This design comes from an exercise in tuning for small area, a short achievable clock period and few clock cycles per item on the open sky130 flow, not from production work.
RTL that was checked went through simulation tests only; none was proved equivalent to the original.
Power figures rest on the tool's default switching activity, not on a simulated workload.

==> run K <==
Design sce_line_filter, start of the top module:
module sce_line_filter (
    input  wire        clk,
    input  wire        rst,         
    input  wire        start,
    input  wire [15:0] len,         
    input  wire [31:0] radius,      
    input  wire        fp_mode,     
    output wire        idle,
    input  wire        in_valid,
    input  wire [31:0] in_data,
    output wire        in_ready,
    output reg         out_valid,
    output reg  [31:0] out_data,
    input  wire        out_ready
);
==> module sce_line_filter, before the edit <==
module sce_line_filter (
    input  wire        clk,
    input  wire        rst,         
    input  wire        start,
    input  wire [15:0] len,         
    input  wire [31:0] radius,      
    input  wire        fp_mode,     
    output wire        idle,
    input  wire        in_valid,
    input  wire [31:0] in_data,
    output wire        in_ready,
    output reg         out_valid,
    output reg  [31:0] out_data,
    input  wire        out_ready
);
    reg        busy;       
    reg [15:0] rem;        
    reg [15:0] pos;        
    reg [15:0] rad;        
    reg        nofast;     
    reg        rdy;        
    reg        idle_r;     
    assign idle     = idle_r;
    assign in_ready = rdy;
    wire take   = start && !busy && (len != 16'd0);
    wire accept = in_valid && rdy;
    wire last   = (rem == 16'd1);
    wire fast_w = !nofast && (rad < pos) && (rad < rem);
    reg [31:0] in_d;
    reg        in_v, in_f, in_fs;
    reg        tail;       
    reg [31:0] w [0:15];
    reg [15:0] wf;         
    reg [7:0]  wv;         
    reg [7:0]  wfs;        
    reg        stall;      
    wire flush = !in_v && tail && (wv != 8'd0);
    wire sh    = !stall && (in_v || flush);
    wire inv_n = accept || (in_v && stall);
    wire [15:0] wf_n  = sh ? {wf[14:0], in_v && in_f} : wf;
    wire [7:0]  wv_n  = sh ? {wv[6:0], in_v} : wv;
    wire        inf_n = accept ? (pos == 16'd0) : in_f;
    wire        fs_n  = sh ? wfs[6] : wfs[7];
    wire [16:0] m_n;
    reg  [16:0] m;
    assign m_n[8] = 1'b1;
    genvar k;
    generate
        for (k = 1; k <= 8; k = k + 1) begin : g_mask
            assign m_n[8 - k] = !fs_n && !(|wf_n[7 + k - 1 : 7]);
            if (k < 8) begin : g_y
                assign m_n[8 + k] = !fs_n && wv_n[7 - k] && !(|wf_n[6 : 7 - k]);
            end else begin : g_y8
                assign m_n[16] = !fs_n && inv_n && !inf_n && !(|wf_n[6 : 0]);
            end
        end
    endgenerate
    wire [31:0] tap [0:16];
    generate
        for (k = 0; k < 16; k = k + 1) begin : g_tap
            assign tap[k] = w[15 - k] & {32{m[k]}};
        end
    endgenerate
    assign tap[16] = in_d & {32{m[16]}};
    localparam integer ND = 61;
    reg  [4*ND-1:0] ra;
    reg             ra_v, ra_fs;
    wire [4*ND-1:0] sa_n;
    genvar c;
    generate
        for (c = 0; c < 4; c = c + 1) begin : g_sa
            wire [ND-1:0] dd;
            wire [7:0]    x8 = tap[8][31 - 8*c -: 8];
            sce_sum_a u_sum (
                .x0 (tap[0][31 - 8*c -: 8]),  .x1 (tap[1][31 - 8*c -: 8]),
                .x2 (tap[2][31 - 8*c -: 8]),  .x3 (tap[3][31 - 8*c -: 8]),
                .x4 (tap[4][31 - 8*c -: 8]),  .x5 (tap[5][31 - 8*c -: 8]),
                .x6 (tap[6][31 - 8*c -: 8]),  .x7 (tap[7][31 - 8*c -: 8]),
                .x8 (x8),                     .x9 (tap[9][31 - 8*c -: 8]),
                .x10(tap[10][31 - 8*c -: 8]), .x11(tap[11][31 - 8*c -: 8]),
                .x12(tap[12][31 - 8*c -: 8]), .x13(tap[13][31 - 8*c -: 8]),
                .x14(tap[14][31 - 8*c -: 8]), .x15(tap[15][31 - 8*c -: 8]),
                .x16(tap[16][31 - 8*c -: 8]),
                .fs(wfs[7]),
                .d(dd)
            );
            assign sa_n[ND*c +: ND] = dd;
        end
    endgenerate
    reg  [67:0] rb;
    reg         rb_v, rb_fs;
    wire [67:0] sb_n;
    generate
        for (c = 0; c < 4; c = c + 1) begin : g_sb
            sce_sum_b u_sumb (.d(ra[ND*c +: ND]), .s2(sb_n[17*c +: 17]));
        end
    endgenerate
    wire [31:0] res;
    generate
        for (c = 0; c < 4; c = c + 1) begin : g_sc
            wire [7:0] q;
            sce_div u_div (.a(rb[17*c +: 17]), .q(q));
            assign res[31 - 8*c -: 8] = rb_fs ? rb[17*c + 5 +: 8] : q;
        end
    endgenerate
    reg        e1_v;
    reg [31:0] e1_d;
    wire push  = !stall && rb_v;
    wire efree = !out_valid || out_ready;
    wire ov_n  = efree ? (e1_v || push) : 1'b1;
    wire e1v_n = efree ? (e1_v && push) : (e1_v || push);
    wire rav_n = stall ? ra_v : (sh && wv[7]);
    wire rbv_n = stall ? rb_v : ra_v;
    wire stall_n = ov_n && e1v_n && rbv_n;
    integer i;
    always @(posedge clk) begin
        if (!in_v || !stall)
            in_d <= in_data;
        if (accept) begin
            in_f  <= (pos == 16'd0);
            in_fs <= fast_w;
        end
        if (sh) begin
            for (i = 15; i > 0; i = i - 1)
                w[i] <= w[i-1];
            w[0] <= in_d;
            wf   <= wf_n;
            wfs  <= {wfs[6:0], in_fs};
        end
        m <= m_n;
        if (!stall) begin
            ra    <= sa_n;
            ra_fs <= wfs[7];
            rb    <= sb_n;
            rb_fs <= ra_fs;
        end
        if (efree)
            out_data <= e1_v ? e1_d : res;
        if (efree || !e1_v)
            e1_d <= res;
        if (take) begin
            rem    <= len;
            rad    <= radius[15:0];
            nofast <= fp_mode || (radius[31:16] != 16'd0);
        end else if (accept) begin
            rem <= rem - 16'd1;
        end
        if (take)
            pos <= 16'd0;
        else if (accept)
            pos <= pos + 16'd1;
        if (rst) begin
            busy      <= 1'b0;
            idle_r    <= 1'b1;
            rdy       <= 1'b0;
            in_v      <= 1'b0;
            tail      <= 1'b1;
            wv        <= 8'd0;
            ra_v      <= 1'b0;
            rb_v      <= 1'b0;
            out_valid <= 1'b0;
            e1_v      <= 1'b0;
            stall     <= 1'b0;
        end else begin
            if (take) begin
                busy   <= 1'b1;
                idle_r <= 1'b0;
            end else if (accept && last) begin
                busy   <= 1'b0;
                idle_r <= 1'b1;
            end
            rdy <= (take || (busy && !(accept && last))) && (!inv_n || !stall_n);
            in_v <= inv_n;
            if (accept)
                tail <= last;
            if (sh)
                wv <= {wv[6:0], in_v};
            ra_v      <= rav_n;
            rb_v      <= rbv_n;
            out_valid <= ov_n;
            e1_v      <= e1v_n;
            stall     <= stall_n;
        end
    end
endmodule
==> flow/config.mk <==
export PLATFORM = sky130hd
export DESIGN_NAME = sce_line_filter
export DESIGN_NICKNAME = sce_line_filter
export VERILOG_FILES = /design/flow/design.v
export SDC_FILE = /design/flow/constraint.sdc
export NUM_CORES = 4
export LEC_CHECK = 0
export ABC_CLOCK_PERIOD_IN_PS = 4000
export CAP_MARGIN = 20
export CORE_MARGIN = 2
export CORE_UTILIZATION = 40
export SLEW_MARGIN = 20
==> flow/constraint.sdc <==
create_clock -name core_clock -period 20.0 [get_ports {clk}]
set_input_delay 4.0000 -clock core_clock [delete_from_list [all_inputs] [get_ports {clk}]]
set_output_delay 4.0000 -clock core_clock [all_outputs]
set_load 0.01 [all_outputs]
standard.sh (not shown) runs the stock make flow with config.mk's settings and CLKGATE_MAP_FILE= SYNTH_SCRIPT=/design/flow/synth_recipe.tcl, a recipe that flattens the netlist after the stock synthesis.
==> flow/flow/run.sh <==
#!/bin/bash
# Standard layout with two changes:
#  - port buffers are buf_2 cells (the default pick is a slow delay buffer);
#  - after the standard synthesis, polopt.py picks the polarity of each full
#    adder (a full adder inverted on all inputs gives inverted outputs) so as
#    to drop most inverters between adders. Registers are untouched.
set -euo pipefail
ARGS=(BUFFER_PORTS_ARGS="-buffer_cell sky130_fd_sc_hd__buf_2")
bash standard.sh "${ARGS[@]}" synth > synth.log 2>&1
R=orfs/results/${FLOW_PLATFORM:-sky130hd}/sce_line_filter/base
cp $R/1_2_yosys.v synth_standard.v
python3 flow/polopt.py synth_standard.v $R/1_2_yosys.v > polopt.log 2>&1
touch $R/1_2_yosys.v
bash standard.sh "${ARGS[@]}" finish > finish.log 2>&1
Other scripts of this flow, unchanged in this note and not shown: flow/flow/polopt.py
==> run D: changes against run K <==
--- a/flow/design.v
+++ b/flow/design.v
@@ -107,5 +107,6 @@
     reg [31:0] e1_d;
     wire push  = !stall && rb_v;
-    wire efree = !out_valid || out_ready;
+    reg  e0_empty;         
+    wire efree = e0_empty || out_ready;
     wire ov_n  = efree ? (e1_v || push) : 1'b1;
     wire e1v_n = efree ? (e1_v && push) : (e1_v || push);
@@ -139,5 +140,5 @@
         if (efree || !e1_v)
             e1_d <= res;
-        if (take) begin
+        if (!busy) begin
             rem    <= len;
             rad    <= radius[15:0];
@@ -146,5 +147,5 @@
             rem <= rem - 16'd1;
         end
-        if (take)
+        if (!busy)
             pos <= 16'd0;
         else if (accept)
@@ -160,4 +161,5 @@
             rb_v      <= 1'b0;
             out_valid <= 1'b0;
+            e0_empty  <= 1'b1;
             e1_v      <= 1'b0;
             stall     <= 1'b0;
@@ -179,4 +181,5 @@
             rb_v      <= rbv_n;
             out_valid <= ov_n;
+            e0_empty  <= !ov_n;
             e1_v      <= e1v_n;
             stall     <= stall_n;
--- a/flow/config.mk
+++ b/flow/config.mk
@@ -6,5 +6,4 @@
 export NUM_CORES = 4
 export LEC_CHECK = 0
-export ABC_CLOCK_PERIOD_IN_PS = 4000
 export CAP_MARGIN = 20
 export CORE_MARGIN = 2
==> run notes <==
                                                                          run D         run K
Status                                                 timing/DRC/antenna clean  timing/DRC/antenna clean
Multi-input gate area in the final layout                           35600 sq um   35800 sq um
Smallest hold slack                                                    0.389 ns      0.401 ns
Iter 0 DRT Violations                                                      2538          2702
Wire length on met2                                                    78300 um      76200 um
Multi-input logic portion of the cell area                                46.8%         47.0%
Floorplan Core Area                                                171000 sq um  171000 sq um
Largest net degree at the start of global routing                           186           204
Setup slack, reg-to-reg                                                14.94 ns      15.03 ns
Static power due to leakage                                           0.0301 uW     0.0300 uW
Number of instances in the synthesized netlist                             4596          4610
Smallest setup slack after layout                                      14.54 ns      14.67 ns
Max rail drop VDD                                                      0.177 mV      0.271 mV
Headroom to the max-slew limit                                            26.7%         28.1%
Layout Cells excl Fill                                                     7130          7211
Flop+latch power                                                        3190 uW       3170 uW
Layout Cell Area excl Fill                                          76000 sq um   76300 sq um
Net Count, Synth                                                           6152          6166
Count of sequential standard cells                                         1031          1030
Layout cells sized above 1                                                8.37%         8.10%
Ratio of routed vias to standard cells                                     4.95          4.91
Final net count                                                            6351          6356
Fraction of the core area covered by cells at the end of the flow         44.4%         44.5%
Function was not checked in any run of this note: the RTL went through the layout flow alone.

==> 02-08: inputs <==
Another version of the RTL of sce_line_filter (not shown whole).
Design sce_line_filter, start of the top module:
module sce_line_filter (
    input  wire        clk,
    input  wire        rst,         
    input  wire        start,
    input  wire [15:0] len,         
    input  wire [31:0] radius,      
    input  wire        fp_mode,     
    output wire        idle,
    input  wire        in_valid,
    input  wire [31:0] in_data,
    output wire        in_ready,
    output reg         out_valid,
    output reg  [31:0] out_data,
    input  wire        out_ready
);
    reg        busy;       
    reg [15:0] rem;        
    reg [15:0] pos;        
    reg [15:0] rad;        
    reg        nofast;     
    reg        rdy;        
    assign idle     = !busy;
    assign in_ready = rdy;
    wire take   = start && !busy && (len != 16'd0);
    wire accept = in_valid && rdy;
    wire last   = (rem == 16'd1);
    wire fast_w = !nofast && (rad < pos) && (rad < rem);
    reg [31:0] in_d;
    reg        in_v, in_f, in_fs;
    reg        tail;       
    reg [31:0] w [0:15];
    reg [15:0] wf;         
    reg [7:0]  wv;         
    reg [7:0]  wfs;        
    reg        stall;      
    wire flush = !in_v && tail && (wv != 8'd0);
    wire sh    = !stall && (in_v || flush);
    wire inv_n = accept || (in_v && stall);
    wire [15:0] wf_n  = sh ? {wf[14:0], in_v && in_f} : wf;
  ...
==> module sce_line_filter, before the edit <==
module sce_line_filter (
    input  wire        clk,
    input  wire        rst,         
    input  wire        start,
    input  wire [15:0] len,         
    input  wire [31:0] radius,      
    input  wire        fp_mode,     
    output wire        idle,
    input  wire        in_valid,
    input  wire [31:0] in_data,
    output wire        in_ready,
    output reg         out_valid,
    output reg  [31:0] out_data,
    input  wire        out_ready
);
    reg        busy;       
    reg [15:0] rem;        
    reg [15:0] pos;        
    reg [15:0] rad;        
    reg        nofast;     
    reg        rdy;        
    assign idle     = !busy;
    assign in_ready = rdy;
    wire take   = start && !busy && (len != 16'd0);
    wire accept = in_valid && rdy;
    wire last   = (rem == 16'd1);
    wire fast_w = !nofast && (rad < pos) && (rad < rem);
    reg [31:0] in_d;
    reg        in_v, in_f, in_fs;
    reg        tail;       
    reg [31:0] w [0:15];
    reg [15:0] wf;         
    reg [7:0]  wv;         
    reg [7:0]  wfs;        
    reg        stall;      
    wire flush = !in_v && tail && (wv != 8'd0);
    wire sh    = !stall && (in_v || flush);
    wire inv_n = accept || (in_v && stall);
    wire [15:0] wf_n  = sh ? {wf[14:0], in_v && in_f} : wf;
    wire [7:0]  wv_n  = sh ? {wv[6:0], in_v} : wv;
    wire        inf_n = accept ? (pos == 16'd0) : in_f;
    wire        fs_n  = sh ? wfs[6] : wfs[7];
    wire [16:0] m_n;
    reg  [16:0] m;
    assign m_n[8] = 1'b1;
    genvar k;
    generate
        for (k = 1; k <= 8; k = k + 1) begin : g_mask
            assign m_n[8 - k] = !fs_n && !(|wf_n[7 + k - 1 : 7]);
            if (k < 8) begin : g_y
                assign m_n[8 + k] = !fs_n && wv_n[7 - k] && !(|wf_n[6 : 7 - k]);
            end else begin : g_y8
                assign m_n[16] = !fs_n && inv_n && !inf_n && !(|wf_n[6 : 0]);
            end
        end
    endgenerate
    wire [31:0] tap [0:16];
    generate
        for (k = 0; k < 16; k = k + 1) begin : g_tap
            assign tap[k] = w[15 - k] & {32{m[k]}};
        end
    endgenerate
    assign tap[16] = in_d & {32{m[16]}};
    localparam integer ND = 53;
    reg  [4*ND-1:0] ra;
    reg             ra_v, ra_fs;
    wire [4*ND-1:0] sa_n;
    genvar c;
    generate
        for (c = 0; c < 4; c = c + 1) begin : g_sa
            wire [ND-1:0] dd;
            wire [7:0]    x8 = tap[8][31 - 8*c -: 8];
            sce_sum_a u_sum (
                .x0 (tap[0][31 - 8*c -: 8]),  .x1 (tap[1][31 - 8*c -: 8]),
                .x2 (tap[2][31 - 8*c -: 8]),  .x3 (tap[3][31 - 8*c -: 8]),
                .x4 (tap[4][31 - 8*c -: 8]),  .x5 (tap[5][31 - 8*c -: 8]),
                .x6 (tap[6][31 - 8*c -: 8]),  .x7 (tap[7][31 - 8*c -: 8]),
                .x8 (x8),                     .x9 (tap[9][31 - 8*c -: 8]),
                .x10(tap[10][31 - 8*c -: 8]), .x11(tap[11][31 - 8*c -: 8]),
                .x12(tap[12][31 - 8*c -: 8]), .x13(tap[13][31 - 8*c -: 8]),
                .x14(tap[14][31 - 8*c -: 8]), .x15(tap[15][31 - 8*c -: 8]),
                .x16(tap[16][31 - 8*c -: 8]),
                .fs(wfs[7]),
                .d(dd)
            );
            assign sa_n[ND*c +: ND] = dd;
        end
    endgenerate
    reg  [67:0] rb;
    reg         rb_v, rb_fs;
    wire [67:0] sb_n;
    generate
        for (c = 0; c < 4; c = c + 1) begin : g_sb
            sce_sum_b u_sumb (.d(ra[ND*c +: ND]), .s2(sb_n[17*c +: 17]));
        end
    endgenerate
    wire [31:0] res;
    generate
        for (c = 0; c < 4; c = c + 1) begin : g_sc
            wire [7:0] q;
            sce_div u_div (.a(rb[17*c +: 17]), .q(q));
            assign res[31 - 8*c -: 8] = rb_fs ? rb[17*c + 5 +: 8] : q;
        end
    endgenerate
    reg        e1_v;
    reg [31:0] e1_d;
    wire push  = !stall && rb_v;
    wire efree = !out_valid || out_ready;
    wire ov_n  = efree ? (e1_v || push) : 1'b1;
    wire e1v_n = efree ? (e1_v && push) : (e1_v || push);
    wire rav_n = stall ? ra_v : (sh && wv[7]);
    wire rbv_n = stall ? rb_v : ra_v;
    wire stall_n = ov_n && e1v_n && rbv_n;
    integer i;
    always @(posedge clk) begin
        if (!in_v || !stall)
            in_d <= in_data;
        if (accept) begin
            in_f  <= (pos == 16'd0);
            in_fs <= fast_w;
        end
        if (sh) begin
            for (i = 15; i > 0; i = i - 1)
                w[i] <= w[i-1];
            w[0] <= in_d;
            wf   <= wf_n;
            wfs  <= {wfs[6:0], in_fs};
        end
        m <= m_n;
        if (!stall) begin
            ra    <= sa_n;
            ra_fs <= wfs[7];
            rb    <= sb_n;
            rb_fs <= ra_fs;
        end
        if (efree)
            out_data <= e1_v ? e1_d : res;
        if (efree || !e1_v)
            e1_d <= res;
        if (take) begin
            rem    <= len;
            rad    <= radius[15:0];
            nofast <= fp_mode || (radius[31:16] != 16'd0);
        end else if (accept) begin
            rem <= rem - 16'd1;
        end
        if (take)
            pos <= 16'd0;
        else if (accept)
            pos <= pos + 16'd1;
        if (rst) begin
            busy      <= 1'b0;
            rdy       <= 1'b0;
            in_v      <= 1'b0;
            tail      <= 1'b1;
            wv        <= 8'd0;
            ra_v      <= 1'b0;
            rb_v      <= 1'b0;
            out_valid <= 1'b0;
            e1_v      <= 1'b0;
            stall     <= 1'b0;
        end else begin
            if (take)
                busy <= 1'b1;
            else if (accept && last)
                busy <= 1'b0;
            rdy <= (take || (busy && !(accept && last))) && (!inv_n || !stall_n);
            in_v <= inv_n;
            if (accept)
                tail <= last;
            if (sh)
                wv <= {wv[6:0], in_v};
            ra_v      <= rav_n;
            rb_v      <= rbv_n;
            out_valid <= ov_n;
            e1_v      <= e1v_n;
            stall     <= stall_n;
        end
    end
endmodule
==> flow/config.mk <==
export PLATFORM = sky130hd
export DESIGN_NAME = sce_line_filter
export DESIGN_NICKNAME = sce_line_filter
export VERILOG_FILES = /design/flow/design.v
export SDC_FILE = /design/flow/constraint.sdc
export NUM_CORES = 4
export LEC_CHECK = 0
export CAP_MARGIN = 20
export CORE_MARGIN = 2
export CORE_UTILIZATION = 40
export SLEW_MARGIN = 20
==> flow/constraint.sdc <==
create_clock -name core_clock -period 20.0 [get_ports {clk}]
set_input_delay 4.0000 -clock core_clock [delete_from_list [all_inputs] [get_ports {clk}]]
set_output_delay 4.0000 -clock core_clock [all_outputs]
set_load 0.01 [all_outputs]
Scripts as last shown in full above: flow/flow/run.sh
Other scripts of this flow, unchanged in this note and not shown: flow/flow/polopt.py
==> inputs of 07-10, as changes to 02-08 <==
--- a/flow/design.v
+++ b/flow/design.v
@@ -21,3 +21,4 @@
     reg        rdy;        
-    assign idle     = !busy;
+    reg        idle_r;     
+    assign idle     = idle_r;
     assign in_ready = rdy;
@@ -107,3 +108,4 @@
     wire push  = !stall && rb_v;
-    wire efree = !out_valid || out_ready;
+    reg  e0_empty;         
+    wire efree = e0_empty || out_ready;
     wire ov_n  = efree ? (e1_v || push) : 1'b1;
@@ -139,3 +141,3 @@
             e1_d <= res;
-        if (take) begin
+        if (!busy) begin
             rem    <= len;
@@ -146,3 +148,3 @@
         end
-        if (take)
+        if (!busy)
             pos <= 16'd0;
@@ -152,2 +154,3 @@
             busy      <= 1'b0;
+            idle_r    <= 1'b1;
             rdy       <= 1'b0;
@@ -159,2 +162,3 @@
             out_valid <= 1'b0;
+            e0_empty  <= 1'b1;
             e1_v      <= 1'b0;
@@ -162,6 +166,9 @@
         end else begin
-            if (take)
-                busy <= 1'b1;
-            else if (accept && last)
-                busy <= 1'b0;
+            if (take) begin
+                busy   <= 1'b1;
+                idle_r <= 1'b0;
+            end else if (accept && last) begin
+                busy   <= 1'b0;
+                idle_r <= 1'b1;
+            end
             rdy <= (take || (busy && !(accept && last))) && (!inv_n || !stall_n);
@@ -175,2 +182,3 @@
             out_valid <= ov_n;
+            e0_empty  <= !ov_n;
             e1_v      <= e1v_n;
CTS_CLUSTER_DIAMETER = 60   (was unset)
CTS_CLUSTER_SIZE = 30   (was unset)
==> inputs of 07-27, as changes to 02-08 <==
--- a/flow/design.v
+++ b/flow/design.v
@@ -21,3 +21,4 @@
     reg        rdy;        
-    assign idle     = !busy;
+    reg        idle_r;     
+    assign idle     = idle_r;
     assign in_ready = rdy;
@@ -107,3 +108,4 @@
     wire push  = !stall && rb_v;
-    wire efree = !out_valid || out_ready;
+    reg  e0_empty;         
+    wire efree = e0_empty || out_ready;
     wire ov_n  = efree ? (e1_v || push) : 1'b1;
@@ -139,3 +141,3 @@
             e1_d <= res;
-        if (take) begin
+        if (!busy) begin
             rem    <= len;
@@ -146,3 +148,3 @@
         end
-        if (take)
+        if (!busy)
             pos <= 16'd0;
@@ -152,2 +154,3 @@
             busy      <= 1'b0;
+            idle_r    <= 1'b1;
             rdy       <= 1'b0;
@@ -159,2 +162,3 @@
             out_valid <= 1'b0;
+            e0_empty  <= 1'b1;
             e1_v      <= 1'b0;
@@ -162,6 +166,9 @@
         end else begin
-            if (take)
-                busy <= 1'b1;
-            else if (accept && last)
-                busy <= 1'b0;
+            if (take) begin
+                busy   <= 1'b1;
+                idle_r <= 1'b0;
+            end else if (accept && last) begin
+                busy   <= 1'b0;
+                idle_r <= 1'b1;
+            end
             rdy <= (take || (busy && !(accept && last))) && (!inv_n || !stall_n);
@@ -175,2 +182,3 @@
             out_valid <= ov_n;
+            e0_empty  <= !ov_n;
             e1_v      <= e1v_n;
==> comparison <==
07-27 passed the timing, design-rule and antenna checks. 02-08 completed with no timing, DRC or antenna violations. 07-10 finished with timing, DRC and antenna clean.
Sequential share of layout area: 07-10 > 07-27 > 02-08.
Via count, highest first: 07-27, 07-10, 02-08.
Final cell count: 07-27 is larger than 07-10 (0.39%).
Of 07-27 and 02-08, 07-27 has the higher fmax (gap 2.5%, measured against 02-08).
Against 07-10, the clock power of 02-08 is higher by about 2%.
Worst hold slack, lowest first: 07-27, 02-08, 07-10.
Against 02-08, the register-to-register slack of 07-10 is better by 0.24 ns.
In die area, 07-27 and 02-08 hardly differ.
==> figures <==
|  | 07-27 | 07-10 | 02-08 |
|---|---|---|---|
| Outcome | complete, no violations | complete, no violations | complete, no violations |
| Core Footprint | 169,000 um2 | 169,000 um2 | 169,000 um2 |
| Worst slack on hold paths | 0.413 ns | 0.421 ns | 0.416 ns |
| Timing-limited maximum frequency | 186 MHz | 185 MHz | 182 MHz |
| Final total power | 13.7 mW | 13.7 mW | 13.9 mW |
| Startpoint of the worst hold path | wfs[2] | w[1][25] | in_fs |
| Global-route met2 utilization | 0.312 | 0.310 | 0.311 |
| CLK BUF | 148 | 111 | 138 |
| Comb power frac | 0.619 | 0.620 | 0.623 |
| Startpoint of the most critical register-to-register path | m[13] | m[13] | m[3] |
| Number of cells after detailed placement | 6,989 | 6,989 | 6,943 |
| Non-Clock Buffer Count | 154 | 154 | 156 |
| Global Route Usage Sum | 0.188 | 0.186 | 0.187 |
| Clock latency of the later-clocked register in the worst-skew pair | 0.76 ns | 0.75 ns | 0.75 ns |
| Worst flop-to-flop path endpoint | ra[32] | ra[32] | ra[138] |
| Iteration-0 DRC Markers | 2,705 | 2,639 | 2,699 |
| Height of the chip | 417 um | 417 um | 416 um |
| Number of global-route vias before repair | 39,900 | 39,600 | 38,900 |
Testbench counts of 07-10, summed over its fixed seeds: cycles 10,478, items 10,254.
Testbench counts of 07-27, summed over its fixed seeds: cycles 10,478, items 10,254.
The RTL of 02-08 was laid out without a check of its function.

[what the ideal ports hide]
In the flow no input, the clock included, has a driving cell. The finished layouts below were timed again as built, in two steps. Step 1, drivers: a clkbuf_16 drives clk and a buf_2 each remaining input, both assumed. Step 2 moves the port delays by t, midway between the first and last clock arrival at a register: inputs arrive t later, outputs are due t later. That takes back most of the time a late clock gives input paths. a / b / c = ideal ports / drivers / drivers and shift; a / b = the first two.
| run | shift t [ns] | slack for setup (ns) | worst register clock-pin slew, ns |
|---|---|---|---|
| run K | 0.841 | 14.671 / 14.590 / 13.917 | 0.07 / 0.07 |
| run D | 0.830 | 14.535 / 14.459 / 14.335 | 0.07 / 0.07 |
| 02-08 | 0.810 | 14.491 / 14.491 / 13.996 | 0.07 / 0.07 |
| 07-10 | 0.806 | 14.605 / 14.530 / 14.324 | 0.08 / 0.08 |
| 07-27 | 0.806 | 14.623 / 14.552 / 14.325 | 0.06 / 0.06 |
After both steps setup and hold are still met in every run listed. For run K, which loses most, drivers alone change the setup slack by -0.081 ns; drivers and shift together by -0.754 ns.
